This design comes from an exercise in tuning for small area and a short achievable clock period on the open sky130 flow, not from production work. At most, simulation tests tie the RTL to the original design; equivalence was not proved. For run 5, only the layout was checked, not whether the RTL still works. Power and IR drop assume default switching activity.

==> flow/design.v <==
module robbus_engine (
    input  wire         clk,
    input  wire         ev_valid,
    input  wire [9:0]   ev,
    input  wire [7:0]   store_rdata,
    input  wire [127:0] h_reply,
    output wire         tx_valid,
    output wire [7:0]   tx_data,
    output wire         store_we,
    output wire [7:0]   store_wdata,
    output wire         h_call,
    output wire [127:0] h_arg
);
    localparam [2:0] RX_IDLE   = 3'd0;
    localparam [2:0] RX_WADDR  = 3'd1;
    localparam [2:0] RX_WGMASK = 3'd2;
    localparam [2:0] RX_WLEN   = 3'd3;
    localparam [2:0] RX_WDATA  = 3'd4;
    localparam [2:0] RX_WCSUM  = 3'd5;
    localparam [2:0] TX_IDLE  = 3'b000;
    localparam [2:0] TX_START = 3'b100;
    localparam [2:0] TX_ADDR  = 3'b101;
    localparam [2:0] TX_LEN   = 3'b110;
    localparam [2:0] TX_DATA  = 3'b111;
    reg [7:0]   addr;
    reg [2:0]   rx_state;
    reg         rx_esc;
    reg         is_svc;
    reg         is_grp;
    reg [7:0]   rx_tgt;      
    reg [7:0]   rx_len;      
    reg [7:0]   rx_idx;
    reg         f_h;         
    reg         f_ca;        
    reg         f_sw;        
    reg         f_pr;        
    reg [511:0] bm;          
    reg [2:0]   tx_state;
    reg         tx_esc;
    reg [7:0]   tx_nsum;     
    reg [7:0]   tx_rem;      
    reg [6:0]   tx_nx;       
    reg         tx_svc;      
    reg [7:0]   tx_cur;      
    reg [7:0]   tx_out;      
    wire [7:0] buf0 = bm[7:0];
    wire [7:0] buf1 = bm[15:8];
    wire [7:0] buf2 = bm[23:16];
    wire [7:0] buf3 = bm[31:24];
    wire       ev_rx    = ev_valid & ~ev[9] & ~ev[8];
    wire       ev_tick  = ev_valid & ~ev[9] &  ev[8];
    wire       ev_reset = ev_valid &  ev[9] & ~ev[8];
    wire [7:0] b        = ev[7:0];
    wire       b_small  = (b[7:2] == 6'd0);
    wire       cls_esc  = ev_rx & ~rx_esc & b_small & (b[1:0] == 2'd0);
    wire       cls_mark = ev_rx & ~rx_esc & b_small & (b[1:0] != 2'd0);
    wire       cls_data = ev_rx & (rx_esc | ~b_small);
    wire [7:0] v        = rx_esc ? {b[7:2] - 6'd1, b[1:0]} : b;
    wire st_wlen  = (rx_state == RX_WLEN);
    wire st_wdata = (rx_state == RX_WDATA);
    wire st_wcsum = (rx_state == RX_WCSUM);
    wire       csum_eq  = ev_rx & (b == rx_tgt);
    wire h_wr      = csum_eq & f_h;                      
    wire svc_wr    = csum_eq & f_sw;
    wire do_prime  = csum_eq & f_pr;
    wire do_ca     = csum_eq & f_ca;
    assign h_call      = h_wr;
    assign store_we    = do_ca;
    assign store_wdata = buf1;
    assign h_arg       = bm[127:0];
    wire       rx_wr = cls_data & st_wdata & ~rx_idx[7] & ~rx_idx[6];
    wire [7:0] wbus  = {8{~ev[9]}} & (st_wdata ? v : 8'h10);
    genvar gk;
    generate
        for (gk = 0; gk < 64; gk = gk + 1) begin : g_buf
            wire en = ev_reset | (rx_wr & (rx_idx[5:0] == gk))
                    | ((gk < 16) ? h_wr : 1'b0)
                    | ((gk < 2) ? svc_wr : 1'b0);
            wire [7:0] d;
            if (gk < 16) begin : g_h
                assign d = h_wr ? h_reply[8*gk +: 8] : wbus;
            end else begin : g_n
                assign d = wbus;
            end
            always @(posedge clk)
                if (en) bm[8*gk +: 8] <= d;
        end
    endgenerate
    wire [7:0] tgt_sub  = rx_tgt - b;
    wire       ent_cs   = cls_data & ((st_wlen & (v == 8'h00))
                                    | (st_wdata & (rx_idx + 8'd1 == rx_len)));
    wire       stay_cs  = st_wcsum & ~ev_reset & ~cls_mark & ~cls_data;
    wire       n_ok     = ent_cs ? (tgt_sub[7:2] != 6'd0)
                                 : (cls_esc | rx_esc | (rx_tgt[7:2] != 6'd0));
    wire       n_cs     = (ent_cs | stay_cs) & n_ok;
    wire [7:0] nb0 = (rx_wr & (rx_idx[5:0] == 6'd0)) ? wbus : buf0;
    wire [7:0] nb1 = (rx_wr & (rx_idx[5:0] == 6'd1)) ? wbus : buf1;
    wire [7:0] nb2 = (rx_wr & (rx_idx[5:0] == 6'd2)) ? wbus : buf2;
    wire [7:0] nb3 = (rx_wr & (rx_idx[5:0] == 6'd3)) ? wbus : buf3;
    wire       n_echo = (nb0 == 8'h10);
    wire       n_desc = (nb0 == 8'h11);
    wire       n_ca   = (nb0 == 8'h12) & (nb2 == addr) & (nb3 == (addr ^ nb1));
    always @(posedge clk) begin
        f_h  <= n_cs & ~is_svc;
        f_ca <= n_cs & is_svc & n_ca;
        f_sw <= n_cs & is_svc & (n_desc | n_ca);
        f_pr <= n_cs & (is_svc ? (n_echo | n_desc | n_ca) : ~is_grp);
    end
    wire s_start = (tx_state == TX_START);
    wire s_addr  = (tx_state == TX_ADDR);
    wire s_len   = (tx_state == TX_LEN);
    wire s_data  = (tx_state == TX_DATA);
    wire       tx_more = (tx_rem != 8'd0);
    wire [7:0] x       = s_len ? tx_rem : (tx_more ? tx_cur : tx_nsum);
    wire       x_small = (x[7:2] == 6'd0);
    wire [7:0] x_p4    = {x[7:2] + 6'd1, x[1:0]};
    wire       x_done  = tx_esc | ~x_small;
    wire [7:0] rd_nx   = tx_nx[6] ? 8'h00 : bm[8*tx_nx[5:0] +: 8];
    wire       adv_len  = ev_tick & s_len & x_done;
    wire       adv_data = ev_tick & s_data & x_done & tx_more;
    wire [7:0] nsum_n   = tx_nsum - x;
    wire       more_n   = s_len ? tx_more : (tx_rem != 8'd1);
    wire [7:0] x_n      = more_n ? (s_len ? tx_cur : rd_nx) : nsum_n;
    wire [7:0] x_n_out  = (x_n[7:2] == 6'd0) ? 8'h00 : x_n;
    wire [3:0] h_sel    = tx_nx[3:0] - 4'd1;
    wire [7:0] h_at_tx  = h_reply[8*h_sel +: 8];
    wire       h_hit    = h_wr & ((tx_nx[6:4] == 3'd0) | (tx_nx == 7'd16));
    wire       rx_hit   = rx_wr & ({1'b0, rx_idx[5:0]} + 7'd1 == tx_nx);
    wire [7:0] cur_w    = h_hit ? h_at_tx : wbus;
    wire [7:0] cur_w_out = tx_esc ? {cur_w[7:2] + 6'd1, cur_w[1:0]}
                         : (cur_w[7:2] == 6'd0) ? 8'h00 : cur_w;
    assign tx_valid = ev_tick & tx_state[2];
    assign tx_data  = tx_out;
    always @(posedge clk) begin
        if (ev_reset) begin
            addr     <= store_rdata;
            rx_state <= RX_IDLE;
            rx_esc   <= 1'b0;
            tx_state <= TX_IDLE;
            tx_esc   <= 1'b0;
        end else if (ev_rx) begin
            rx_esc <= cls_esc;
            if (cls_esc)
                rx_tgt <= rx_tgt + 8'd4;
            if (cls_mark) begin
                rx_tgt   <= 8'h00;
                is_svc   <= (b[1:0] == 2'd1);
                is_grp   <= (b[1:0] == 2'd3);
                rx_state <= RX_WADDR;
            end else if (cls_data) begin
                rx_tgt <= rx_tgt - b;
                case (rx_state)
                    RX_WADDR: begin
                        rx_len <= v ^ addr;
                        if (v[7])
                            rx_state <= RX_IDLE;
                        else if (is_grp)
                            rx_state <= RX_WGMASK;
                        else if (v == addr)
                            rx_state <= RX_WLEN;
                        else
                            rx_state <= RX_IDLE;
                    end
                    RX_WGMASK: begin
                        if ((v & rx_len) == 8'h00)
                            rx_state <= RX_WLEN;
                        else
                            rx_state <= RX_IDLE;
                    end
                    RX_WLEN: begin
                        rx_len   <= v;
                        rx_idx   <= 8'h00;
                        rx_state <= (v == 8'h00) ? RX_WCSUM : RX_WDATA;
                    end
                    RX_WDATA: begin
                        rx_idx <= rx_idx + 8'd1;
                        if (rx_idx + 8'd1 == rx_len)
                            rx_state <= RX_WCSUM;
                    end
                    RX_WCSUM: begin
                        rx_state <= RX_IDLE;
                        if (do_ca)
                            addr <= buf1;
                        if (do_prime) begin
                            tx_svc   <= is_svc;
                            tx_rem   <= ~is_svc ? 8'd16 : f_sw ? 8'd2 : rx_len;
                            tx_nx    <= 7'd1;
                            tx_nsum  <= 8'h00;
                            tx_esc   <= 1'b0;
                            tx_state <= TX_START;
                        end
                    end
                    default: ;
                endcase
            end
        end else if (ev_tick) begin
            case (tx_state)
                TX_START: tx_state <= TX_ADDR;
                TX_ADDR: begin
                    tx_nsum  <= tx_nsum - (addr | 8'h80);
                    tx_state <= TX_LEN;
                end
                TX_LEN, TX_DATA: begin
                    tx_esc <= ~x_done;
                    if (x_done) begin
                        if (s_len | tx_more)
                            tx_nsum <= nsum_n;
                        if (s_len)
                            tx_state <= TX_DATA;
                        else if (tx_more) begin
                            tx_rem <= tx_rem - 8'd1;
                            if (~(tx_nx[6] & tx_nx[0]))
                                tx_nx <= tx_nx + 7'd1;
                        end else
                            tx_state <= TX_IDLE;
                    end
                end
                default: ;
            endcase
        end
    end
    always @(posedge clk) begin
        if (adv_data)
            tx_cur <= rd_nx;
        else if (do_prime)
            tx_cur <= h_wr ? h_reply[7:0] : svc_wr ? 8'h10 : buf0;
        else if (h_hit | rx_hit)
            tx_cur <= cur_w;
    end
    always @(posedge clk) begin
        if (ev_tick) begin
            if (s_start)
                tx_out <= addr | 8'h80;
            else if (s_addr)
                tx_out <= (tx_rem[7:2] == 6'd0) ? 8'h00 : tx_rem;
            else if (~x_done)
                tx_out <= x_p4;
            else if (adv_len | adv_data)
                tx_out <= x_n_out;
        end else if (do_prime)
            tx_out <= {6'd0, ~is_svc, is_svc};
        else if ((h_hit | rx_hit) & s_data & tx_more)
            tx_out <= cur_w_out;
    end
endmodule
==> flow/flow/run.sh <==
#!/bin/bash
# The standard layout, with the port buffers made of the smallest buffer cell.
set -euo pipefail
export BUFFER_PORTS_ARGS="-buffer_cell sky130_fd_sc_hd__buf_1"
bash standard.sh > standard_flow.log 2>&1
==> flow/standard.sh <==
#!/bin/bash
# synth_recipe.tcl (not shown) runs the flow's synth.tcl, then flattens the netlist and writes it again
# the make line also repeats each setting of config.mk as NAME=value (left out here)
make -C /OpenROAD-flow-scripts/flow DESIGN_CONFIG=/design/flow/config.mk WORK_HOME=/design/flow/orfs CLKGATE_MAP_FILE= SYNTH_SCRIPT=/design/flow/synth_recipe.tcl "${@:-finish}"
==> flow/config.mk <==
export PLATFORM = sky130hd
export DESIGN_NAME = robbus_engine
export DESIGN_NICKNAME = robbus_engine
export VERILOG_FILES = /design/flow/design.v
export SDC_FILE = /design/flow/constraint.sdc
export NUM_CORES = 4
export LEC_CHECK = 0
export CAP_MARGIN = 20
export CORE_MARGIN = 2
export CORE_UTILIZATION = 40
export CTS_CLUSTER_DIAMETER = 60
export CTS_CLUSTER_SIZE = 24
export SETUP_SLACK_MARGIN = 2.6
export SLEW_MARGIN = 20
==> flow/constraint.sdc <==
create_clock -name core_clock -period 6.0 [get_ports {clk}]
set_input_delay 1.2000 -clock core_clock [delete_from_list [all_inputs] [get_ports {clk}]]
set_output_delay 1.2000 -clock core_clock [all_outputs]
set_load 0.01 [all_outputs]
==> metrics list, run 1 <==
- The count of endpoints failing hold in the final timing report is 0.
- Combinational fraction of design power: 0.077
* Top post-synthesis cells by count: 585 x edfxtp_1, 394 x nand2_1, 169 x mux4_2
* Number of ports placed on the die boundary: 295
* Library cell with the highest instance count after synthesis: edfxtp_1
* Post-synthesis async set-or-reset flop share: 0
- Hold Path Class: flip-flop to flip-flop
* TritonCTS clock tree: built
- Critical path's most frequent cell: buf_12
* Iter 0 DRT Violations: 2914
- Hold buffer count at cts: 0
* Vias/cell: a little over 6
- Setup violators final: 0
* Per-instance average area after synthesis: 13.11 um^2
- Antenna violations before repair: 13
- Number of global-route vias before repair: 22259
- Detail-routed net length per standard cell: between 30 and 40 um
- The flow ran to the end and the layout has no timing, DRC or antenna violations.
- Leak: 13.32 nW
- For this run, the number of Yosys warnings is 1.
- Remaining design rule violation count: 0
* Detailed-route wire length: 114500 um
- The die covers 81890 um^2.
- The worst path needs 3.645 ns of the cycle, external delays included.
* Worst-path clk slew: 0.09 ns
- Yosys reg bits: 597
* Wire length of the first global-routing pass: 160400 um
- In this run the number of H-tree levels came out at 2.
- Routability congestion estimate from global placement: between 0.9 and 1
* List of cells traversed by the critical path: buf_12, buf_12, bufbuf_16, mux4_2, a22oi_1, a21oi_1, o21ai_0, nand2_1, mux2i_2, nand2b_1, a211oi_2, o21ai_1
* Maxcap violations: 0
- For this run, the post-layout net count is approximately 2900.
* Summed negative setup slack over all endpoints: 0 ns
* Worst path depth: 12
* Start-to-end type of the worst setup path: flip-flop to flip-flop
* Largest area contributor in the synthesized netlist: edfxtp_1
- Clock latency on the worst-skew pair, taken at its later pin, is between 0.6 and 0.7 ns.
* Crit path max-delay family: compound AO/OA/AOI/OAI gates
- Buffers from clock root to sink, at most: 3
- Yosys mapped a number of flops with a built-in enable equal to 585.
* Areal power density over the cells: 234.6 nW/um^2
* Buf+Inv Stages, Crit Path: 3
- STA puts the critical path data arrival time at 3.98 ns.
* Data required, critical path: 6.34 ns
* Post-route insts no fill: 3769
- Part of the cycle the worst path needs: 0.6074
- Total area of multi-input combinational cells: 13300 um^2
* Hold Path Depth: 2
* Cell count after synthesis: 2429
* Proportion of layout cells with a drive suffix above 1: 0.2577
- At the pin with the least slew margin, the transition time is 1.141 ns.
* Overall die width: 286.2 um
- Summing over every cut layer, the via total after detailed routing is around 23000.
* Unrepaired setup endpoints after global routing: yes
- Setup slack on the worst reg-to-reg path comes out at about 2.4 ns.
- Headroom to the max-slew limit came out at 0.2394.
* Overall die height: approximately 290 um
* DP Wirelength: 78590 um
- The number of cells on the worst reg-to-reg path is 12.
- Placed cell count: around 3500
- Of all nets on the critical path, the largest fanout is 5.
- Total net switching power: 0.002218 W
- Compared with the post-synthesis result, the final layout area differs by 18.66%.
* Number of nets still failing antenna checks after routing: 0
- Final core utilization: 0.4792
- Fill cells in the final layout number about 7000.
- Number of distinct library cells after synthesis: about 110
- Final cell area excluding filler cells: between 30000 and 40000 um^2
* Count of buffers from port buffering: 294
- Power share of the sequential group: 0.532
* Fraction of post-synthesis cell area in the top cell type by area: 0.5516
* GR Util All Layers: 0.2714
- Across the VDD grid, the largest voltage drop is 0.2034 mV.
* Cell area after synthesis: ~32000 um^2
- Cell types occupying the most area after synthesis: edfxtp_1 55%, mux4_2 12%, nand2_1 4.6%
- Pin count of the biggest net entering global routing: 79
- For this run, the slowest stage of the critical path takes 0.49 ns.
- Cell Rows: 103
* Setup clock skew after layout: 0.05633 ns
- Core outline area: 78870 um^2
- The most used flip-flop cell after synthesis is edfxtp_1.
* Max-slew violation count: 0
* Switching part of the total: 0.2502
* Cell area reported after detailed placement: 33280 um^2
* Pre-CTS WS: 1.071 ns
- The largest individual stage delay along the critical path comes from the cell mux4_2.
- Across all setup checks in the final design, the least slack found is approximately 2.4 ns.
- When the netlist entered floorplanning its net count stood at about 2600.
* Cell at the root of the clock tree: clkbuf_16
- Clock tree synthesis inserted a total of 46 buffers.
- Initial core utilization: 0.4038
- Maximum achievable frequency: ~0.27 GHz
- The share of total power dissipated in the clock network is 0.391.
* Critical path launch point type: flip-flop
- Internal power consumption: roughly 0.0066 W
- Area taken by flip-flops and latches: between 15000 and 20000 um^2
* Total clock sinks: 597
- Summed over all layers, the global routing overflow is 0.
* Number of search-and-repair iterations in the first detailed-routing pass: 6
- Of the synthesized area, sequential elements account for 0.5591.
* Crit. End Element: flip-flop
sequential cells by signal (all words and copies together), names as in the netlist:
name / flops
addr: 8
bm: 512
f_ca: 1
f_h: 1
f_pr: 1
f_sw: 1
is_grp: 1
is_svc: 1
rx_esc: 1
rx_idx: 8
rx_len: 8
rx_state: 3
rx_tgt: 8
tx_cur: 8
tx_esc: 1
tx_nsum: 8
tx_nx: 7
tx_out: 8
tx_rem: 8
tx_state: 3
layout by cell type, fill, tap and decap left out, types with 14 or more instances in the layout:
cell type | netlist | routed
buf_1 | 14 | 282
mux2i_1 | 52 | 40
nand3_1 | 44 | 38
a21oi_1 | 67 | 58
clkbuf_16 | 0 | 47
mux4_2 | 169 | 169
ha_1 | 32 | 19
xnor2_1 | 70 | 66
and3_1 | 16 | 14
edfxtp_1 | 585 | 585
a31oi_1 | 21 | 17
a21o_1 | 22 | 22
o21ai_1 | 11 | 18
nor3_1 | 21 | 18
inv_1 | 47 | 33
o21ai_0 | 117 | 55
nor2b_1 | 20 | 19
a211oi_1 | 19 | 18
buf_12 | 7 | 35
xor2_1 | 28 | 27
o21ai_4 | 0 | 50
a22oi_1 | 17 | 17
mux2_2 | 15 | 14
buf_6 | 9 | 15
nand4_1 | 14 | 14
nand2_1 | 394 | 384
buf_4 | 147 | 138
o211ai_1 | 15 | 15
nor2_1 | 93 | 86
per-stage QoR:
step / total power (W) / hold slack, ns
3_5_place_dp: 0.005372 / 0.6298
2_1_floorplan: 0.005141 / 0.5894
3_3_place_gp: 0.005363 / 0.6023
4_1_cts: 0.008846 / 0.6412
5_1_grt: 0.009078 / 0.6894
6_report: 0.008865 / 0.6533
metal layers:
metal / routed length, um / vias up / track usage
met5: 106 / - / 0
met3: 11830 / 247 / 0.05843
met2: 53560 / 1372 / 0.4331
met1: 44540 / 11799 / 0.3656
met4: 4410 / 12 / 0.1005
li1: - / 9590 / -
power by group through the flow:
stage / Combinational, W / Sequential (W) / Clock, W
6_report: 0.000686 / 0.00471 / 0.00347
5_1_grt: 0.000716 / 0.00472 / 0.00364
4_1_cts: 0.000628 / 0.00471 / 0.00351
3_5_place_dp: 0.000564 / 0.00481 / 0
3_3_place_gp: 0.000560 / 0.00480 / 0
2_1_floorplan: 0.000379 / 0.00476 / 0
area by class of cell:
class | instances | share of cell area
Timing Repair Buffer | 489 | 0.09048
Clock inverter | 35 | 0.01387
Antenna cell | 10 | 0.0006622
Multi-Input combinational cell | 1490 | 0.3520
Inverter | 49 | 0.005695
Clock buffer | 49 | 0.03132
Tap cell | 1050 | 0.03476
Sequential cell | 597 | 0.4712
logic make-up after synthesis:
logic type      count (synthesis)  synth area share
compound gates                388           0.07920
xor+xnor                      104           0.03131
fa+ha+maj                      34           0.01383
buf+inv                       345           0.06537
flops                         597            0.5591
mux                           244            0.1449
simple gates                  717            0.1063
path summary, 6_finish.rpt:
kind	end	start
max	tx_out[0]	tx_nx[0]
min	tx_state[2]	tx_state[2]
max reg2reg	tx_out[0]	tx_nx[0]
min reg2reg	tx_state[2]	tx_state[2]
repair_timing:
item / in CTS / in global routing
endpoints found under the hold margin: 0 / 0
endpoints found under the setup margin: 710 / 371
pin swaps: 39 / 63
gates cloned: 10 / 1
resized for setup: 152 / 105
setup buffers: 83 / 55
worst register-to-register path: stages, from the launching register on:
cell	delay, ns
edfxtp_1	0.40
buf_12	0.16
buf_12	0.16
bufbuf_16	0.29
mux4_2	0.49
a22oi_1	0.33
a21oi_1	0.18
o21ai_0	0.28
nand2_1	0.25
mux2i_2	0.29
nand2b_1	0.10
a211oi_2	0.31
o21ai_1	0.13
==> run 2: changes to the inputs <==
--- a/flow/config.mk
+++ b/flow/config.mk
@@ -7,8 +7,8 @@
 export LEC_CHECK = 0
 export CAP_MARGIN = 20
 export CORE_MARGIN = 2
-export CORE_UTILIZATION = 40
-export CTS_CLUSTER_DIAMETER = 60
-export CTS_CLUSTER_SIZE = 24
+export CORE_UTILIZATION = 65
+export CTS_BUF_LIST = sky130_fd_sc_hd__clkbuf_4 sky130_fd_sc_hd__clkbuf_8
+export PLACE_DENSITY = 0.76
 export SETUP_SLACK_MARGIN = 2.6
 export SLEW_MARGIN = 20
==> run 2 against run 1 <==
Fmax grew 1.9%. Highest routed layer unchanged. Setup slack gained 0.066 ns. Still clean on timing, DRC and antenna. Critical endpoint unchanged. Synthesized cell count unchanged. Via count grew 3.8%.
==> metrics list, run 2 <==
- Combinational fraction of design power: 0.071 (was 0.077)
* Hold Path Class: flip-flop to flip-flop (unchanged)
- Sequential cell area fraction in the yosys report: 0.5591 (unchanged)
- The leakage power of the design is 13.16 nW (was 13.32 nW).
- The pin count of the biggest net entering global routing was 108 (was 79).
- The distinct cell type count of the synthesized netlist came to 108 (unchanged).
- Initial core utilization: 0.6547 (was 0.4038)
- Vias/cell: 7.085 (was 6.108)
- Cell at the root of the clock tree: clkbuf_8 (was clkbuf_16)
- Overall die width: 225.4 um (was 286.2 um)
* Arrival time of the worst setup path: 4.01 ns (was 3.98 ns)
* Iter 0 DRT Violations: 3804 (was 2914)
* Post-synthesis async set-or-reset flop share: 0 (unchanged)
* Total net switching power: 0.002181 W (was 0.002218 W)
- Overall overflow remaining after global route: 0 (unchanged)
- Data required, critical path: 6.44 ns (was 6.34 ns)
- Worst-path clk slew: 0.06 ns (was 0.09 ns)
* Register bank with the most flops: bm (unchanged)
- The total wire length after detailed routing came to 114200 um (was 114500 um).
- The worst slew slack as a fraction of its limit came to 0.2352 (was 0.2394).
* Die Outline Area: 50780 um^2 (was 81890 um^2)
- Count of buffers from port buffering: 294 (unchanged)
- Most instantiated flip-flop cell in the synthesis netlist: edfxtp_1 (unchanged)
- The first-pass detailed-route iteration total is 6 (unchanged).
- The gate count of the mapped netlist came to 2429 (unchanged).
- Tightest Pin Transition: 1.147 ns (was 1.141 ns)
- The total internal power is 0.006776 W (was 0.006647 W).
* Cell area after synthesis: 31850 um^2 (unchanged)
* Clk Latency, worst-skew pair: 0.72 ns (was 0.65 ns)
* Cell types occupying the most area after synthesis: edfxtp_1 55%, mux4_2 12%, nand2_1 4.6% (unchanged)
- Number of H-tree branching levels: 3 (was 2)
* Wire length of the first global-routing pass: 160300 um (was 160400 um)
- The post-route non-filler standard cell count came to 3374 (was 3769).
- Fraction of post-synthesis cell area in the top cell type by area: 0.5516 (unchanged)
* TritonCTS clock tree: built (unchanged)
- The total global-route track usage was 0.4479 (was 0.2714).
- Leading cell types in the layout, fill and taps excluded: 585 x edfxtp_1, 387 x nand2_1, 282 x buf_1, 169 x mux4_2, 106 x buf_4 (was 585 x edfxtp_1, 384 x nand2_1, 282 x buf_1, 169 x mux4_2, 138 x buf_4)
- Summed negative setup slack over all endpoints: 0 ns (unchanged)
- Unrepaired setup endpoints after global routing: yes (unchanged)
- The post-route standard cell area excluding fillers is 36420 um^2 (was 37790 um^2).
- The total power per unit cell area was 245.9 nW/um^2 (was 234.6 nW/um^2).
- The number of flops mapped to enable cells by yosys is 585 (unchanged).
- The maximum fanout count along the critical path came to 63 (was 5).
- Largest area contributor in the synthesized netlist: edfxtp_1 (unchanged)
- The clock period minus final worst setup slack was 3.578 ns (was 3.645 ns).
- Detail-routed net length per standard cell: 33.86 um (was 30.37 um)
- The fmax is 0.2795 GHz (was 0.2744 GHz).
- The number of antenna violations at the first check in global routing was 11 (was 13).
- The average size of a mapped cell was 13.11 um^2 (unchanged).
- Max-slew violation count: 0 (unchanged)
* Remaining design rule violation count: 0 (unchanged)
- Crit. End Element: flip-flop (unchanged)
* CTS buffer count: 95 (was 46)
- The post-place instance area was 32630 um^2 (was 33280 um^2).
- The number of nets produced by synthesis is 2611 (unchanged).
* Routability congestion estimate from global placement: 1.026 (was 0.9720)
- Power share of the sequential group: 0.528 (was 0.532)
* Clock share of power: 0.401 (was 0.391)
* Area Growth Syn to Fin: 14.37% (was 18.66%)
- The count of clock tree sinks came to 597 (unchanged).
* Start-to-end type of the worst setup path: flip-flop to flip-flop (unchanged)
- The commonest non-fill, non-tap cell in the layout is edfxtp_1 (unchanged).
* Setup violators final: 0 (unchanged)
- The ratio of final minimum period to clock period is 0.5964 (was 0.6074).
- DP Wirelength: 73120 um (was 78590 um)
* Number of warnings issued by yosys: 1 (unchanged)
- The core outline area was 48650 um^2 (was 78870 um^2).
* Max FFs per register: 512 (unchanged)
- Library cell with the highest instance count after synthesis: edfxtp_1 (unchanged)
* Number of ports placed on the die boundary: 295 (unchanged)
- Cell Rows: 81 (was 103)
* Maxcap violations: 0 (unchanged)
* Proportion of layout cells with a drive suffix above 1: 0.2546 (was 0.2577)
- The switching fraction of total power was 0.2435 (was 0.2502).
- Final core utilization: 0.7487 (was 0.4792)
- Critical path launch point type: flip-flop (unchanged)
- Final Hold Violating Endpoints: 0 (unchanged)
- The final-stage net count came to 2847 (was 2855).
- The register bit count reported by yosys came to 597 (unchanged).
- Worst VDD drop: 0.3441 mV (was 0.2034 mV)
* Number of nets still failing antenna checks after routing: 0 (unchanged)
- Overall die height: 225.4 um (was 286.2 um)
- Top post-synthesis cells by count: 585 x edfxtp_1, 394 x nand2_1, 169 x mux4_2 (unchanged)
* Vias after detailed routing: 23904 (was 23020)
- The via count of the first global-routing pass is 23050 (was 22259).
- Status: finished clean (unchanged)
- Placed cell count: 3085 (was 3526)
- Setup clock skew after layout: 0.04151 ns (was 0.05633 ns)
- Buffers from clock root to sink, at most: 3 (unchanged)
run 2: cell counts after synthesis:
No cell type changed its count.
run 2: area by class of cell:
type / count / area [um^2]
Sequential cell: 597 / 17810
Multi-Input combinational cell: 1490 / 13010
Fill cell: 2989 / 12220
Timing Repair Buffer: 432 / 2693
Clock buffer: 138 / 1655
Tap cell: 622 / 778.2
Clock inverter: 39 / 261.5
Inverter: 49 / 197.7
Antenna cell: 7 / 17.52
run 2: per-stage QoR:
stage          hold WS, ns  worst slack [ns]  total power (W)
2_1_floorplan       0.5894             2.180         0.005141
3_3_place_gp        0.6016             1.427         0.005343
3_5_place_dp        0.6274             1.372         0.005357
4_1_cts             0.6354             2.472         0.008875
5_1_grt             0.6019             2.257         0.009140
6_report            0.5663             2.422         0.008957
run 2: routing by layer:
layer / GRT usage / share of wire / vias to the layer above
li1: - / - / 9586
met4: 0.2311 / 0.066 / 6
met2: 0.6973 / 0.46 / 2266
met3: 0.1096 / 0.14 / 439
met5: 0 / 0.00068 / -
met1: 0.5915 / 0.34 / 11607
run 2: timing repair:
item	4_1_cts	5_1_grt
cloned	12	1
endpoints found under the setup margin	400	319
gates resized for setup	110	81
buffers inserted	65	27
hold buffers	0	0
pin swaps	29	22
run 2: cells by family (layout without fill, tap and decap cells):
group,count (synthesis),count (layout),synth area share
compound gates,388,388,0.07920
xor+xnor,104,104,0.03131
fa+ha+maj,34,34,0.01383
buf+inv,345,658,0.06537
flops,597,597,0.5591
mux,244,244,0.1449
other cells,0,7,0
simple gates,717,720,0.1063
run 2: path summary, 6_finish.rpt:
kind                    start           to  slack [ns]  depth (start not counted)
setup / recovery     tx_nx[1]    tx_out[0]        2.42                         11
hold / removal    tx_state[2]  tx_state[2]        0.57                          2
setup reg to reg     tx_nx[1]    tx_out[0]        2.42                         11
hold reg to reg   tx_state[2]  tx_state[2]        0.57                          2
run 2: power groups by stage:
stage / clock [W] / sequential [W] / combinational, W
after global placement: 0 / 0.00480 / 0.000546
final: 0.00359 / 0.00473 / 0.000639
after floorplan: 0 / 0.00476 / 0.000379
after global routing: 0.00375 / 0.00473 / 0.000662
after CTS: 0.00355 / 0.00472 / 0.000598
after detailed placement: 0 / 0.00481 / 0.000550
run 2: critical path, cell delays in order, from the launching register on:
cell and delay [ns]:
edfxtp_1 0.40, buf_4 0.18, bufbuf_16 0.39, and3_1 0.37
a221oi_2 0.41, o211ai_1 0.27, o211ai_4 0.19, a211oi_1 0.16
o22ai_1 0.28, nand4_1 0.14, a211oi_2 0.34, o21ai_1 0.13
==> run 3: changes to the inputs <==
==> flow/config.mk (replaced) <==
export PLATFORM = sky130hd
export DESIGN_NAME = robbus_engine
export DESIGN_NICKNAME = robbus_engine
export VERILOG_FILES = /design/flow/design.v
export SDC_FILE = /design/flow/constraint.sdc
export NUM_CORES = 4
export LEC_CHECK = 0
export CAP_MARGIN = 10
export CORE_MARGIN = 2
export CORE_UTILIZATION = 60
export CTS_BUF_LIST = sky130_fd_sc_hd__clkbuf_4 sky130_fd_sc_hd__clkbuf_8
export PLACE_DENSITY = 0.72
export SETUP_SLACK_MARGIN = 2.6
export SLEW_MARGIN = 10
==> run 3 against run 2 <==
Register-to-register slack improved by 0.02 ns. Via count decreased by 2.2%. Final cell count increased by 2.1%. Still clean on timing, DRC and antenna. Combinational power decreased by 1%. Synthesized cell count unchanged.
==> metrics list, run 3 <==
* Pin count of the biggest net entering global routing: 125 (was 108)
* Clk Latency, worst-skew pair: 0.74 ns (was 0.72 ns)
* Sequential cell area fraction in the yosys report: 0.5591 (unchanged)
* Antenna violations before repair: 7 (was 11)
* Routability congestion estimate from global placement: 1.043 (was 1.026)
* Setup clock skew after layout: 0.03989 ns (was 0.04151 ns)
- Cell types occupying the most area after synthesis: edfxtp_1 55%, mux4_2 12%, nand2_1 4.6% (unchanged).
- Area Growth Syn to Fin: 15.24% (was 14.37%)
- The I/O pin total came to 295 (unchanged).
- Initial core utilization: 0.6060 (was 0.6547)
* Vias/cell: 6.786 (was 7.085)
* TritonCTS clock tree: built (unchanged)
- The count of clock tree sinks was 597 (unchanged).
- Crit path max-delay family: compound AO/OA/AOI/OAI gates (unchanged)
- The post-detailed-route count of antenna-violating nets came to 0 (unchanged).
* Worst-path clk slew: 0.07 ns (was 0.06 ns)
* Maxcap violations: 0 (unchanged)
- The measured slew at the worst slew-check pin came to 1.161 ns (was 1.147 ns).
- Most common library cell in the layout ignoring fill and taps: edfxtp_1 (unchanged)
* Number of distinct library cells after synthesis: 108 (unchanged)
* Setup violators final: 0 (unchanged)
- Hold Path Class: flip-flop to flip-flop (unchanged)
* Cell count after synthesis: 2429 (unchanged)
* Overall overflow remaining after global route: 0 (unchanged)
- The arrival time of data at the critical path endpoint was 4.02 ns (was 4.01 ns).
- Number of search-and-repair iterations in the first detailed-routing pass: 6 (unchanged)
- Overall die height: 234.4 um (was 225.4 um)
- Overall die width: 234.4 um (was 225.4 um)
- The final setup TNS came to 0 ns (unchanged).
- Register bank with the most flops: bm (unchanged)
- Leak: 13.21 nW (was 13.16 nW)
* Cell at the root of the clock tree: clkbuf_8 (unchanged)
- The count of yosys warnings during synthesis is 1 (unchanged).
* Wire length of the first global-routing pass: 151000 um (was 160300 um)
- Proportion of layout cells with a drive suffix above 1: 0.2541 (was 0.2546)
- GR Util All Layers: 0.3866 (was 0.4479)
* Iter 0 DRT Violations: 3104 (was 3804)
* Count of buffers from port buffering: 294 (unchanged)
- Most instantiated flip-flop cell in the synthesis netlist: edfxtp_1 (unchanged)
- The fmax is 0.2810 GHz (was 0.2795 GHz).
- Detail-routed net length per standard cell: 31.01 um (was 33.86 um)
- Number of H-tree branching levels: 3 (unchanged)
- Buffers from clock root to sink, at most: 3 (unchanged)
- Worst VDD drop: 0.2333 mV (was 0.3441 mV)
- Remaining design rule violation count: 0 (unchanged)
- Post-route insts no fill: 3444 (was 3374)
* Count of flip-flops with a built-in enable after synthesis: 585 (unchanged)
- Unrepaired setup endpoints after global routing: yes (unchanged)
* Number of global-route vias before repair: 22557 (was 23050)
* Top post-synthesis cells by count: 585 x edfxtp_1, 394 x nand2_1, 169 x mux4_2 (unchanged)
- The number of nets produced by synthesis came to 2611 (unchanged).
* Min-Delay Startpoint: tx_state[2] (unchanged)
- The count of endpoints failing hold in the final timing report was 0 (unchanged).
* Core outline area: 52550 um^2 (was 48650 um^2)
* Die Outline Area: 54940 um^2 (was 50780 um^2)
- The cell area after synthesis is 31850 um^2 (unchanged).
* Yosys reg bits: 597 (unchanged)
- Part of the cycle the worst path needs: 0.5930 (was 0.5964)
- Fraction of post-synthesis cell area in the top cell type by area: 0.5516 (unchanged)
* DP Wirelength: 71330 um (was 73120 um)
* Start-to-end type of the worst setup path: flip-flop to flip-flop (unchanged)
* Worst slew margin: 0.2231 (was 0.2352)
- Per-instance average area after synthesis: 13.11 um^2 (unchanged)
- Slowest cell on the critical path: mux4_2 (was a221oi_2)
- Largest area contributor in the synthesized netlist: edfxtp_1 (unchanged)
- List of cells traversed by the critical path: buf_12, buf_16, buf_4, mux4_2, a22oi_2, a21oi_1, o21ai_2, nand2_1, mux2i_1, nand2b_1, a211oi_2, o21ai_1 (was buf_4, bufbuf_16, and3_1, a221oi_2, o211ai_1, o211ai_4, a211oi_1, o22ai_1, nand4_1, a211oi_2, o21ai_1)
- The final-stage net count came to 2855 (was 2847).
- Status: finished clean (unchanged).
* Buf+Inv Stages, Crit Path: 3 (was 2)
* Final critical path time including I/O delays and setup: 3.558 ns (was 3.578 ns)
* Detailed-route wire length: 106800 um (was 114200 um)
- The sort of element at the end of the critical path is a flip-flop (unchanged).
* Areal power density over the cells: 248.5 nW/um^2 (was 245.9 nW/um^2)
* CTS buffer count: 98 (was 95)
* Filler cells: 3685 (was 2989)
- The type of origin of the critical path is a flip-flop (unchanged).
- The library cell with the highest instance count after synthesis is edfxtp_1 (unchanged).
- The maximum fanout count along the critical path was 10 (was 63).
- FF-to-FF Start: tx_nx[0] (was tx_nx[1])
- The number of flip-flops in the largest register came to 512 (unchanged).
- Vias after detailed routing: 23371 (was 23904)
* Leading cell types in the layout, fill and taps excluded: 585 x edfxtp_1, 390 x nand2_1, 283 x buf_1, 169 x mux4_2, 116 x buf_4 (was 585 x edfxtp_1, 387 x nand2_1, 282 x buf_1, 169 x mux4_2, 106 x buf_4)
- The total placed cells including tap cells came to 3156 (was 3085).
* Max-slew violation count: 0 (unchanged)
- The delay contributed by the slowest stage of the critical path came to 0.55 ns (was 0.41 ns).
- The async set-or-reset flop fraction in the synthesized netlist came to 0 (unchanged).
- Cell Rows: 84 (was 81)
- The launching element of the worst setup path was tx_nx[0] (was tx_nx[1]).
- Data required, critical path: 6.46 ns (was 6.44 ns)
[run 3: cell types whose count changed in the layout (fill, tap and decap cells not counted), moves of 5 or more]
| cell | previous run | this run |
|---|---|---|
| buf_6 | 18 | 13 |
| mux2i_1 | 48 | 43 |
| clkbuf_4 | 39 | 24 |
| buf_4 | 106 | 116 |
| bufinv_16 | 2 | 7 |
| clkinv_1 | 21 | 27 |
[run 3: through the flow]
| step | power, W | cell area, um^2 | setup slack (ns) | utilization | hold WS [ns] |
|---|---|---|---|---|---|
| 3_5_place_dp | 0.005352 | 32770 | 1.441 | 0.6235 | 0.6063 |
| 4_1_cts | 0.009088 | 35970 | 2.475 | 0.6844 | 0.6202 |
| 2_1_floorplan | 0.005141 | 32390 | 2.180 | - | 0.5894 |
| 6_report | 0.009119 | 36700 | 2.442 | 0.6984 | 0.6395 |
| 5_1_grt | 0.009332 | 36700 | 2.250 | 0.6984 | 0.6693 |
| 3_3_place_gp | 0.005339 | 32760 | 1.575 | 0.6234 | 0.6048 |
[run 3: final cells by class]
| class | count | area [um^2] | area share |
|---|---|---|---|
| clock buffer | 124 | 1556 | 0.04241 |
| multi-input combinational | 1490 | 13090 | 0.3566 |
| timing repair buffer | 437 | 2701 | 0.07360 |
| sequential | 597 | 17810 | 0.4852 |
| clock inverter | 54 | 474.2 | 0.01292 |
| antenna | 5 | 12.51 | 0.0003409 |
| tap | 688 | 860.8 | 0.02345 |
| inverter | 49 | 200.2 | 0.005454 |
[run 3: what timing repair did]
item,CTS,global route
pin swaps,21,26
gates cloned,9,3
hold buffers,0,0
endpoints found under the setup margin,388,341
buffers inserted,54,39
gates resized for setup,110,86
[run 3: kinds of logic (layout without fill, tap and decap cells)]
family          count (synthesis)  after routing  synth area share
compound gates                388            389           0.07920
xor+xnor                      104            104           0.03131
fa+ha+maj                      34             34           0.01383
buf+inv                       345            664           0.06537
flops                         597            597            0.5591
mux                           244            244            0.1449
other cells                     0              5                 0
simple gates                  717            719            0.1063
[run 3: routing by layer]
layer / vias up / routed length (um) / part of all wire / global-route usage
met5: - / 33 / 0.00031 / 0
met4: 2 / 6457 / 0.060 / 0.2040
met3: 358 / 13100 / 0.12 / 0.08876
met2: 1798 / 48300 / 0.45 / 0.5856
met1: 11609 / 38920 / 0.36 / 0.5264
li1: 9604 / - / - / -
[run 3: final timing paths]
check,endpoint,slack [ns],cells past startpoint
worst max register to register,tx_out[1],2.44,12
worst min register to register,tx_state[2],0.64,2
worst min-delay path,tx_state[2],0.64,2
worst max-delay path,tx_out[1],2.44,12
[run 3: report_power, final]
group | switching [W] | internal [W]
clock | 0.00174 | 0.00203
sequential | 0.0000677 | 0.00465
combinational | 0.000382 | 0.000248
total | 0.00219 | 0.00693
[run 3: worst reg2reg max path, cell delays in order (launching register included)]
cell,delay (ns)
edfxtp_1,0.39
buf_12,0.17
buf_16,0.18
buf_4,0.26
mux4_2,0.55
a22oi_2,0.29
a21oi_1,0.13
o21ai_2,0.23
nand2_1,0.19
mux2i_1,0.35
nand2b_1,0.12
a211oi_2,0.31
o21ai_1,0.13
==> run 4: changes to the inputs <==
==> flow/config.mk (replaced) <==
export PLATFORM = sky130hd
export DESIGN_NAME = robbus_engine
export DESIGN_NICKNAME = robbus_engine
export VERILOG_FILES = /design/flow/design.v
export SDC_FILE = /design/flow/constraint.sdc
export NUM_CORES = 4
export LEC_CHECK = 0
export CAP_MARGIN = 5
export CORE_MARGIN = 2
export CORE_UTILIZATION = 40
export CTS_BUF_LIST = sky130_fd_sc_hd__clkbuf_4 sky130_fd_sc_hd__clkbuf_8
export SETUP_SLACK_MARGIN = 3.0
export SLEW_MARGIN = 5
==> run 4 against run 3 <==
Sequential power hardly changed. Area after synthesis is the same. Non-clock buffer count is 120 higher. Final area increased by 7.5%. Routed wire length grew 8.4%. Flip-flop and latch count unchanged. Register-to-register slack better by 0.098 ns. Combinational power up 14%. Core utilization decreased by 20 points. First-iteration DRC count up 5.2%. Largest cell class unchanged.
==> metrics list, run 4 <==
* Worst VDD drop: 0.1694 mV (was 0.2333 mV)
- Data required, critical path: 4.80 ns (was 6.46 ns)
- Leak: 14.15 nW (was 13.21 nW)
- Setup clock skew after layout: 0.03979 ns (was 0.03989 ns)
* Final core utilization: 0.5004 (was 0.6984)
- Startpoint of the worst setup timing path: ev[9] (was tx_nx[0])
- Proportion of layout cells with a drive suffix above 1: 0.3165 (was 0.2541)
- Critical path launch point type: primary input (was flip-flop)
- Clk Latency, worst-skew pair: 0.73 ns (was 0.74 ns)
- Capturing point of the worst reg2reg path: tx_out[0] (was tx_out[1])
- Hold Path Class: flip-flop to flip-flop (unchanged)
- Max-slew violation count: 0 (unchanged)
- The dominant cell type by area after synthesis was edfxtp_1 (unchanged).
* Start-to-end type of the worst setup path: primary input to output port (was flip-flop to flip-flop)
- Post-synth net total: 2611 (unchanged)
- Leading cell types in the layout, fill and taps excluded: 585 x edfxtp_1, 368 x nand2_1, 284 x buf_1, 169 x mux4_2, 158 x buf_4 (was 585 x edfxtp_1, 390 x nand2_1, 283 x buf_1, 169 x mux4_2, 116 x buf_4).
* Overall overflow remaining after global route: 0 (unchanged)
- The worst slew slack as a fraction of its limit is 0.3439 (was 0.2231).
- The worst setup path endpoint was store_we (was tx_out[1]).
- The post-place instance area was 33780 um^2 (was 32770 um^2).
- Setup violators final: 0 (unchanged)
* Area Growth Syn to Fin: 23.93% (was 15.24%)
- Number of search-and-repair iterations in the first detailed-routing pass: 6 (unchanged)
* Crit. End Element: output port (was flip-flop)
- The vertical die dimension came to 286.2 um (was 234.4 um).
- Met2 usage in global routing: 0.4285 (was 0.5856)
* Register bank with the most flops: bm (unchanged)
* Routability congestion estimate from global placement: 0.9946 (was 1.043)
* Areal power density over the cells: 228.3 nW/um^2 (was 248.5 nW/um^2)
- Maxcap violations: 0 (unchanged)
* Detail-routed net length per standard cell: 29.56 um (was 31.01 um)
- Fraction of post-synthesis cell area in the top cell type by area: 0.5516 (unchanged)
- Number of nets still failing antenna checks after routing: 0 (unchanged)
* Cell at the root of the clock tree: clkbuf_8 (unchanged)
- The number of flops mapped to enable cells by yosys was 585 (unchanged).
- The CTS H-tree depth came to 3 (unchanged).
- The count of unresolved DRC violations after routing came to 0 (unchanged).
- The layout filler cell count is 6782 (was 3685).
- The standard cell with the maximum stage delay on the critical path was or3b_4 (was mux4_2).
- Total clock sinks: 597 (unchanged)
- Yosys reg bits: 597 (unchanged)
- The cell that appears most often on the critical path is buf_6.
- The core outline area is 78870 um^2 (was 52550 um^2).
- The fmax came to 0.2757 GHz (was 0.2810 GHz).
- The delay contributed by the slowest stage of the critical path was 0.42 ns (was 0.55 ns).
- The met3 routing resource usage after global routing is 0.05421 (was 0.08876).
- Nets@finish: 2975 (was 2855)
- Sequential cell area fraction in the yosys report: 0.5591 (unchanged)
* Largest driver fanout on the critical path: 3 (was 10)
- The starting density of the core is 0.4038 (was 0.6060).
- The library cell with the highest instance count after synthesis was edfxtp_1 (unchanged).
- Cell count after synthesis: 2429 (unchanged)
* Most common library cell in the layout ignoring fill and taps: edfxtp_1 (unchanged)
- The footprint of the multi-input gates was 13850 um^2 (was 13090 um^2).
- The count of endpoints failing hold in the final timing report came to 0 (unchanged).
* Area taken by flip-flops and latches: 17810 um^2 (about the same)
* Number of global-route vias before repair: 22421 (was 22557)
- Max FFs per register: 512 (unchanged)
- The met1 usage in global routing came to 0.3739 (was 0.5264).
* Final cell area excluding filler cells: 39470 um^2 (was 36700 um^2)
- The async set-or-reset flop fraction in the synthesized netlist was 0 (unchanged).
- The number of antenna violations at the first check in global routing was 2 (was 7).
* Status: finished clean (unchanged)
- Number of ports placed on the die boundary: 295 (unchanged)
- Part of the cycle the worst path needs: 0.6046 (was 0.5930)
- The number of buffer cells added on primary ports is 294 (unchanged).
* Final critical path time including I/O delays and setup: 3.627 ns (was 3.558 ns)
- The arrival time of data at the critical path endpoint came to 2.43 ns (was 4.02 ns).
* Most instantiated flip-flop cell in the synthesis netlist: edfxtp_1 (unchanged)
- Top post-synthesis cells by count: 585 x edfxtp_1, 394 x nand2_1, 169 x mux4_2 (unchanged)
- The reg-to-reg setup timing slack was 2.54 ns (was 2.44 ns).
- The clock-pin slew reported for the worst setup and hold paths after clock tree synthesis is 0.06 ns (was 0.07 ns).
- Detailed-route wire length: 115800 um (was 106800 um)
- The overall die width was 286.2 um (was 234.4 um).
- The full die area is 81890 um^2 (was 54940 um^2).
* Pin count of the biggest net entering global routing: 91 (was 125)
- Hold buffer count at cts: 0 (unchanged)
- The count of routing violations after the opening detailed-route iteration is 3265 (was 3104).
- Number of warnings issued by yosys: 1 (unchanged)
- Unrepaired setup endpoints after global routing: yes (unchanged)
- The global-route wire length before repair was 160500 um (was 151000 um).
* Cell Rows: 103 (was 84)
- Pre-CTS WS: 1.347 ns (was 1.441 ns)
- FF-to-FF Start: tx_nx[0] (unchanged)
* Tightest Pin Transition: 0.9842 ns (was 1.161 ns)
- The placed wire-length estimate is 76450 um (was 71330 um).
- Final critical-path setup slack: 2.373 ns (was 2.442 ns)
* List of cells traversed by the critical path: buf_1, buf_6, or3b_4, inv_2, and4_4, and2_4, buf_6 (was buf_12, buf_16, buf_4, mux4_2, a22oi_2, a21oi_1, o21ai_2, nand2_1, mux2i_1, nand2b_1, a211oi_2, o21ai_1)
- Reg2reg path depth: 13 (was 12)
- TritonCTS clock tree: built (unchanged)
- Summed negative setup slack over all endpoints: 0 ns (unchanged)
- Cell types occupying the most area after synthesis: edfxtp_1 55%, mux4_2 12%, nand2_1 4.6% (unchanged)
* Per-instance average area after synthesis: 13.11 um^2 (unchanged)
* CTS buffer count: 97 (was 98)
- The most congested layer reported by global routing was met2 (unchanged).
- Number of distinct library cells after synthesis: 108 (unchanged)
- Buffers from clock root to sink, at most: 3 (unchanged)
* Vias after detailed routing: 23726 (was 23371)
* Vias/cell: 6.057 (was 6.786)
* GR Util All Layers: 0.2714 (was 0.3866)
- The cell area after synthesis was 31850 um^2 (unchanged).
==> run 4: cell counts after synthesis <==
No cell type changed its count.
==> run 4: cells by family after synthesis <==
kind of cell / after synthesis / share of synthesized area
flip-flops: 597 / 0.5591
AO/OA/AOI/OAI: 388 / 0.07920
buffers and inverters: 345 / 0.06537
AND/OR/NAND/NOR: 717 / 0.1063
adder cells (fa/ha/maj): 34 / 0.01383
multiplexers: 244 / 0.1449
XOR/XNOR: 104 / 0.03131
==> run 4: final cells by class <==
cell class / instances / area share
antenna: 1 / 0.00006340
clock buffer: 130 / 0.04026
clock inverter: 42 / 0.008622
inverter: 49 / 0.005643
multi-input combinational: 1491 / 0.3509
sequential: 597 / 0.4512
tap: 1050 / 0.03328
timing repair buffer: 557 / 0.1101
==> run 4: critical path: cells and delay by family <==
family / cells / cell delay (ns)
buf+inv: 4 / 0.37
simple gates: 3 / 0.85
==> run 4: timing repair <==
item,CTS,global route
hold endpoints to repair,0,0
cloned,18,4
gates resized for setup,159,123
pin swaps,51,74
setup buffers,110,93
endpoints found under the setup margin,736,445
==> run 4: where the power goes <==
part / internal [W] / total, W / switching (W)
clock: 0.00191 / 0.00358 / 0.00168
combinational: 0.000301 / 0.000719 / 0.000418
sequential: 0.00465 / 0.00471 / 0.0000601
total: 0.00686 / 0.00901 / 0.00215
==> run 4: metrics by stage <==
step / hold WS [ns] / cells / total power [W]
finish: 0.5727 / 3917 / 0.009013
global route: 0.5904 / 3916 / 0.009260
CTS: 0.5664 / 3819 / 0.008982
detailed placement: 0.6324 / 3519 / 0.005377
global placement: 0.6333 / 3519 / 0.005367
floorplan: 0.5894 / 2429 / 0.005156
==> run 4: metal layers <==
| metal | up-vias | routed length, um |
|---|---|---|
| met1 | 12023 | 44720 |
| met3 | 280 | 12270 |
| met4 | 0 | 4469 |
| met5 | - | 0 |
| li1 | 9835 | - |
| met2 | 1588 | 54350 |
==> run 4: worst min path at each step <==
stage	startpoint	endpoint	depth (start not counted)
floorplan	rx_len[2]	tx_rem[2]	2
global route	tx_state[2]	tx_state[2]	2
CTS	tx_state[2]	tx_state[2]	2
detailed placement	rx_state[1]	rx_state[1]	2
global placement	rx_state[1]	rx_state[1]	2
finish	tx_state[2]	tx_state[2]	2
==> run 5: changes to the inputs <==
--- a/flow/design.v
+++ b/flow/design.v
@@ -41,7 +41,7 @@
     reg [7:0]   tx_rem;      
     reg [6:0]   tx_nx;       
     reg         tx_svc;      
-    reg [7:0]   tx_cur;      
+    reg [1:0]   tx_xlo;      
     reg [7:0]   tx_out;      
     wire [7:0] buf0 = bm[7:0];
     wire [7:0] buf1 = bm[15:8];
@@ -70,6 +70,7 @@
     assign h_arg       = bm[127:0];
     wire       rx_wr = cls_data & st_wdata & ~rx_idx[7] & ~rx_idx[6];
     wire [7:0] wbus  = {8{~ev[9]}} & (st_wdata ? v : 8'h10);
+    wire       h_sel_w = f_h & ~ev[9];
     genvar gk;
     generate
         for (gk = 0; gk < 64; gk = gk + 1) begin : g_buf
@@ -78,7 +79,7 @@
                     | ((gk < 2) ? svc_wr : 1'b0);
             wire [7:0] d;
             if (gk < 16) begin : g_h
-                assign d = h_wr ? h_reply[8*gk +: 8] : wbus;
+                assign d = h_sel_w ? h_reply[8*gk +: 8] : wbus;
             end else begin : g_n
                 assign d = wbus;
             end
@@ -111,22 +112,24 @@
     wire s_len   = (tx_state == TX_LEN);
     wire s_data  = (tx_state == TX_DATA);
     wire       tx_more = (tx_rem != 8'd0);
-    wire [7:0] x       = s_len ? tx_rem : (tx_more ? tx_cur : tx_nsum);
-    wire       x_small = (x[7:2] == 6'd0);
-    wire [7:0] x_p4    = {x[7:2] + 6'd1, x[1:0]};
+    wire       s_dbuf  = s_data & tx_more;       
+    wire [7:0] xd      = tx_esc ? {tx_out[7:2] - 6'd1, tx_out[1:0]} : tx_out;
+    wire [7:0] x       = s_len ? tx_rem : (tx_more ? xd : tx_nsum);
+    wire       x_small = s_dbuf ? (tx_out == 8'h00) : (x[7:2] == 6'd0);
+    wire [1:0] x_lo    = s_dbuf ? tx_xlo : x[1:0];
     wire       x_done  = tx_esc | ~x_small;
     wire [7:0] rd_nx   = tx_nx[6] ? 8'h00 : bm[8*tx_nx[5:0] +: 8];
     wire       adv_len  = ev_tick & s_len & x_done;
     wire       adv_data = ev_tick & s_data & x_done & tx_more;
     wire [7:0] nsum_n   = tx_nsum - x;
     wire       more_n   = s_len ? tx_more : (tx_rem != 8'd1);
-    wire [7:0] x_n      = more_n ? (s_len ? tx_cur : rd_nx) : nsum_n;
+    wire [7:0] x_n      = more_n ? (s_len ? buf0 : rd_nx) : nsum_n;
     wire [7:0] x_n_out  = (x_n[7:2] == 6'd0) ? 8'h00 : x_n;
     wire [3:0] h_sel    = tx_nx[3:0] - 4'd1;
     wire [7:0] h_at_tx  = h_reply[8*h_sel +: 8];
     wire       h_hit    = h_wr & ((tx_nx[6:4] == 3'd0) | (tx_nx == 7'd16));
     wire       rx_hit   = rx_wr & ({1'b0, rx_idx[5:0]} + 7'd1 == tx_nx);
-    wire [7:0] cur_w    = h_hit ? h_at_tx : wbus;
+    wire [7:0] cur_w    = f_h ? h_at_tx : wbus;
     wire [7:0] cur_w_out = tx_esc ? {cur_w[7:2] + 6'd1, cur_w[1:0]}
                          : (cur_w[7:2] == 6'd0) ? 8'h00 : cur_w;
     assign tx_valid = ev_tick & tx_state[2];
@@ -220,26 +223,22 @@
         end
     end
     always @(posedge clk) begin
-        if (adv_data)
-            tx_cur <= rd_nx;
-        else if (do_prime)
-            tx_cur <= h_wr ? h_reply[7:0] : svc_wr ? 8'h10 : buf0;
-        else if (h_hit | rx_hit)
-            tx_cur <= cur_w;
-    end
-    always @(posedge clk) begin
         if (ev_tick) begin
             if (s_start)
                 tx_out <= addr | 8'h80;
             else if (s_addr)
                 tx_out <= (tx_rem[7:2] == 6'd0) ? 8'h00 : tx_rem;
             else if (~x_done)
-                tx_out <= x_p4;
-            else if (adv_len | adv_data)
+                tx_out <= {6'd1, x_lo};
+            else if (adv_len | adv_data) begin
                 tx_out <= x_n_out;
+                tx_xlo <= x_n[1:0];
+            end
         end else if (do_prime)
             tx_out <= {6'd0, ~is_svc, is_svc};
-        else if ((h_hit | rx_hit) & s_data & tx_more)
+        else if ((h_hit | rx_hit) & s_dbuf) begin
             tx_out <= cur_w_out;
+            tx_xlo <= cur_w[1:0];
+        end
     end
 endmodule
==> flow/config.mk (replaced) <==
export PLATFORM = sky130hd
export DESIGN_NAME = robbus_engine
export DESIGN_NICKNAME = robbus_engine
export VERILOG_FILES = /design/flow/design.v
export SDC_FILE = /design/flow/constraint.sdc
export NUM_CORES = 4
export LEC_CHECK = 0
export CAP_MARGIN = 20
export CORE_MARGIN = 2
export CORE_UTILIZATION = 40
export CTS_BUF_LIST = sky130_fd_sc_hd__clkbuf_4 sky130_fd_sc_hd__clkbuf_8
export SETUP_SLACK_MARGIN = 2.6
export SLEW_MARGIN = 20
==> run 5 against run 4 <==
Still clean. Die area fell by 3.4%. Core utilization fell by 1.5 points. Clock skew fell by 0.0012 ns. Non-clock buffer count fell by 76. Clock-buffer cell count rose by 2. Area after synthesis fell by 3.5%. First-iteration DRC count fell by 17%. Sequential power barely moved. Combinational power fell by 1%. Critical path type is now flip-flop to flip-flop. Highest routed layer is now met5.
==> metrics list, run 5 <==
* Status: finished clean (unchanged)
- Library cell with the highest instance count after synthesis: edfxtp_1 (unchanged)
- The routed via count divided by cell count came to 6.085 (was 6.057).
- Largest area contributor in the synthesized netlist: edfxtp_1 (unchanged)
- Vias after detailed routing: 22831 (was 23726)
- The final setup violation count came to 0 (unchanged).
- Final Hold Violating Endpoints: 0 (unchanged)
* Arrival time of the worst setup path: 4.69 ns (was 2.43 ns)
- Post-synthesis async set-or-reset flop share: 0 (unchanged)
* Worst VDD drop: 0.2343 mV (was 0.1694 mV)
- Clock share of power: 0.412 (was 0.397)
* Detailed-route wire length: 114400 um (was 115800 um)
- The register bit count reported by yosys came to 591 (was 597).
- The worst setup skew after layout came to 0.03856 ns (was 0.03979 ns).
- The number of buffer cells added on primary ports is 294 (unchanged).
- Count of flip-flops with a built-in enable after synthesis: 579 (was 585)
- The sequential cell fraction of total power came to 0.511 (was 0.523).
* Worst slew margin: 0.3719 (was 0.3439)
- Data required, critical path: 6.48 ns (was 4.80 ns)
- Register bank with the most flops: bm (unchanged)
- The overall die width is 281.2 um (was 286.2 um).
- The maximum fanout count along the critical path came to 3 (unchanged).
- Number of warnings issued by yosys: 1 (unchanged)
- The core outline area is 76080 um^2 (was 78870 um^2).
* Most instantiated flip-flop cell in the synthesis netlist: edfxtp_1 (unchanged)
* Total net switching power: 0.002216 W (was 0.002153 W)
- Per-instance average area after synthesis: 13.14 um^2 (was 13.11 um^2)
- Cell count after synthesis: 2339 (was 2429)
- Reg2Reg Setup Slack: 1.79 ns (was 2.54 ns)
- Max-slew violation count: 0 (unchanged)
- Worst-path clk slew: 0.07 ns (was 0.06 ns)
* Fraction of post-synthesis cell area in the top cell type by area: 0.5656 (was 0.5516)
- Post-synth net total: 2526 (was 2611)
- Iter 0 DRT Violations: 2696 (was 3265)
* Proportion of layout cells with a drive suffix above 1: 0.2629 (was 0.3165)
- Antenna violations before repair: 6 (was 2)
* Leading cell types in the layout, fill and taps excluded: 579 x edfxtp_1, 281 x buf_1, 156 x nand2_1, 146 x buf_4, 138 x a21o_1 (was 585 x edfxtp_1, 368 x nand2_1, 284 x buf_1, 169 x mux4_2, 158 x buf_4)
- Clk Latency, worst-skew pair: 0.74 ns (was 0.73 ns)
- The placer's final routability congestion estimate is 0.9909 (was 0.9946).
- The clock root buffer was clkbuf_8 (unchanged).
* Total power draw: 0.009174 W (was 0.009013 W)
* Areal power density over the cells: 248.2 nW/um^2 (was 228.3 nW/um^2)
* Overall overflow remaining after global route: 0 (unchanged)
- Overall die height: 281.2 um (was 286.2 um)
- The cell area after synthesis came to 30740 um^2 (was 31850 um^2).
- Unrepaired setup endpoints after global routing: yes (unchanged).
- The class of the most critical setup path was flip-flop to flip-flop (was primary input to output port).
- The count of unresolved DRC violations after routing came to 0 (unchanged).
- The portion of total power attributed to combinational logic was 0.077 (was 0.080).
- Worst hold slack after final layout: 0.5962 ns (was 0.5727 ns)
- Summed negative setup slack over all endpoints: 0 ns (unchanged)
- Max FFs per register: 512 (unchanged)
- DP Wirelength: 79850 um (was 76450 um)
- Wire length of the first global-routing pass: 160700 um (was 160500 um)
- The leakage power of the design came to 13.66 nW (was 14.15 nW).
- The I/O pin total came to 295 (unchanged).
* Hold Path Class: flip-flop to flip-flop (unchanged)
- The standard cell with the maximum stage delay on the critical path is or4_4 (was or3b_4).
- Buffers from clock root to sink, at most: 3 (unchanged)
* Number of search-and-repair iterations in the first detailed-routing pass: 5 (was 6)
- Number of H-tree branching levels: 3 (unchanged)
- The ratio of final minimum period to clock period came to 0.7016 (was 0.6046).
- The sort of element at the end of the critical path was a flip-flop (was output port).
- The via count of the first global-routing pass came to 22404 (was 22421).
- The measured slew at the worst slew-check pin is 0.9323 ns (was 0.9842 ns).
- Cell types occupying the most area after synthesis: edfxtp_1 57%, mux4_2 8.6%, buf_4 3.6% (was edfxtp_1 55%, mux4_2 12%, nand2_1 4.6%).
- List of cells traversed by the critical path: buf_4, or4_4, nor2_4, nand2_1, a21oi_4, a21oi_4, fa_2, a21o_1, a21oi_4, nand3b_1, nand3_2, nand2_2, o21ai_2, or4_1, or3b_4, a211o_1 (was buf_1, buf_6, or3b_4, inv_2, and4_4, and2_4, buf_6)
- The row count came to 101 (was 103).
- The total global-route track usage was 0.2839 (was 0.2714).
- TritonCTS clock tree: built (unchanged)
* Die Outline Area: 79080 um^2 (was 81890 um^2)
- Most common library cell in the layout ignoring fill and taps: edfxtp_1 (unchanged)
- The max-capacitance violation count was 0 (unchanged).
- Area Growth Syn to Fin: 20.22% (was 23.93%)
- The clock period minus final worst setup slack came to 4.210 ns (was 3.627 ns).
* Pre-CTS WS: 1.224 ns (was 1.347 ns)
- The cell with the most instances on the worst path was a21oi_4 (was buf_6).
- Total clock sinks: 591 (was 597)
- The delay contributed by the slowest stage of the critical path came to 0.56 ns (was 0.42 ns).
- Sequential cell area fraction in the yosys report: 0.5734 (was 0.5591)
* Initial core utilization: 0.4041 (was 0.4038)
* CTS buffer count: 102 (was 97)
- The number of buffers and inverters on the critical path is 1 (was 4).
- Switching part of the total: 0.2416 (was 0.2389)
* Maximum achievable frequency: 0.2376 GHz (was 0.2757 GHz)
- Pin count of the biggest net entering global routing: 129 (was 91)
* Critical path launch point type: flip-flop (was primary input)
- Crit path max-delay family: simple AND/OR/NAND/NOR gates (unchanged)
- Nets@finish: 2833 (was 2975)
- The count of hold buffers inserted by post-cts repair was 0 (unchanged).
- The routed length per placed instance is 30.50 um (was 29.56 um).
* Internal power consumption: 0.006958 W (was 0.006860 W)
* Final critical-path setup slack: 1.790 ns (was 2.373 ns)
- Number of nets still failing antenna checks after routing: 0 (unchanged)
- The distinct cell type count of the synthesized netlist is 83 (was 108).
* Top post-synthesis cells by count: 579 x edfxtp_1, 166 x nand2_1, 147 x buf_4 (was 585 x edfxtp_1, 394 x nand2_1, 169 x mux4_2)
## run 5: changes by cell type after synthesis, moves of 8 or more
cell and change:
buf_2 -11, mux2i_1 +53, a21oi_1 -11, mux2_2 -8, mux4_2 -52, o21ai_1 -11
a21o_1 +116, a21boi_0 +9, nand3_1 +36, a22oi_1 +31, nor4_1 +13, nand2_1 -228
nor3_1 +16
## run 5: routing by layer
metal	global-route usage	vias to the layer above	routed length, um
met2	0.4551	1322	53930
met4	0.1125	4	4979
li1	-	9531	-
met5	0	-	27
met3	0.05869	299	10420
met1	0.3781	11675	45080
## run 5: logic make-up (layout without fill, tap and decap cells)
| group | after synthesis | count (layout) | share of synthesized area |
|---|---|---|---|
| flops | 591 | 591 | 0.5734 |
| simple gates | 523 | 524 | 0.08372 |
| other cells | 0 | 2 | 0 |
| compound gates | 525 | 526 | 0.1155 |
| mux | 229 | 229 | 0.1225 |
| xor+xnor | 99 | 99 | 0.02821 |
| fa+ha+maj | 39 | 39 | 0.01661 |
| buf+inv | 333 | 712 | 0.06008 |
## run 5: power by group through the flow
stage	Clock [W]	Sequential, W	Combinational (W)
6_report	0.00378	0.00468	0.000710
3_3_place_gp	0	0.00476	0.000606
2_1_floorplan	0	0.00473	0.000402
5_1_grt	0.00401	0.00469	0.000750
4_1_cts	0.00383	0.00468	0.000673
3_5_place_dp	0	0.00477	0.000606
## run 5: area by class of cell
type | count | area (um^2)
fill | 6817 | 39120
antenna | 2 | 5.005
sequential | 591 | 17630
clock buffer | 132 | 1629
inverter | 53 | 230.2
timing repair buffer | 481 | 3003
clock inverter | 46 | 411.6
multi-input combinational | 1417 | 12760
tap | 1030 | 1289
## run 5: tightest hold or removal path, stage by stage (launching register included)
cell and delay, ns:
dfxtp_1 0.38, o21ai_0 0.11, a21oi_1 0.06
## run 5: what timing repair did
| item | 4_1_cts | 5_1_grt |
|---|---|---|
| cloned | 3 | 0 |
| endpoints found under the setup margin | 285 | 76 |
| pin swaps | 56 | 35 |
| resized for setup | 155 | 82 |
| buffers inserted | 87 | 31 |
## run 5: final timing paths
| path | startpoint | to | cells after the start |
|---|---|---|---|
| setup / recovery | tx_rem[6] | tx_out[1] | 16 |
| hold / removal | tx_state[1] | tx_state[1] | 2 |
| setup reg to reg | tx_rem[6] | tx_out[1] | 16 |
| hold reg to reg | tx_state[1] | tx_state[1] | 2 |
## run 5: stage by stage
step,instance area (um^2),std cells,util
global placement,32720,3451,0.4301
floorplan,31520,2339,-
global route,36960,3752,0.4858
CTS,36350,3719,0.4779
finish,36960,3752,0.4858
detailed placement,32720,3451,0.4302

## re-timing with driven ports
No port has a modelled driver above. Below, the same layouts with a new extraction and two added sets of constraints.
Step 1, drivers: a clkbuf_16 drives clk and a buf_2 each remaining input, both assumed.
Step 2, shift: input delay + t, output delay - t, t = (earliest + latest rising clock arrival at the registers) / 2. This alone moves slack from input paths to output paths.
a / b / c = ideal ports / drivers / drivers and shift; a / b = the first two.
run	t, ns	setup WS [ns]	clock arrival spread, ns	worst data-port slew with drivers (ns)	cell pins on the clock port's net
run 1	0.684	2.355 / 2.354 / 1.881	0.056 / 0.057	0.10	1
run 2	0.762	2.422 / 2.358 / 1.719	0.042 / 0.041	0.11	1
run 3	0.774	2.442 / 2.345 / 1.815	0.041 / 0.041	0.12	1
run 4	0.774	2.373 / 2.330 / 1.835	0.047 / 0.047	0.09	1
run 5	0.779	1.790 / 1.790 / 1.720	0.043 / 0.042	0.12	1
After both steps every run listed still meets setup and hold. The setup slack of run 2, which loses most, moves by -0.064 ns with the drivers and by -0.703 ns with both steps.
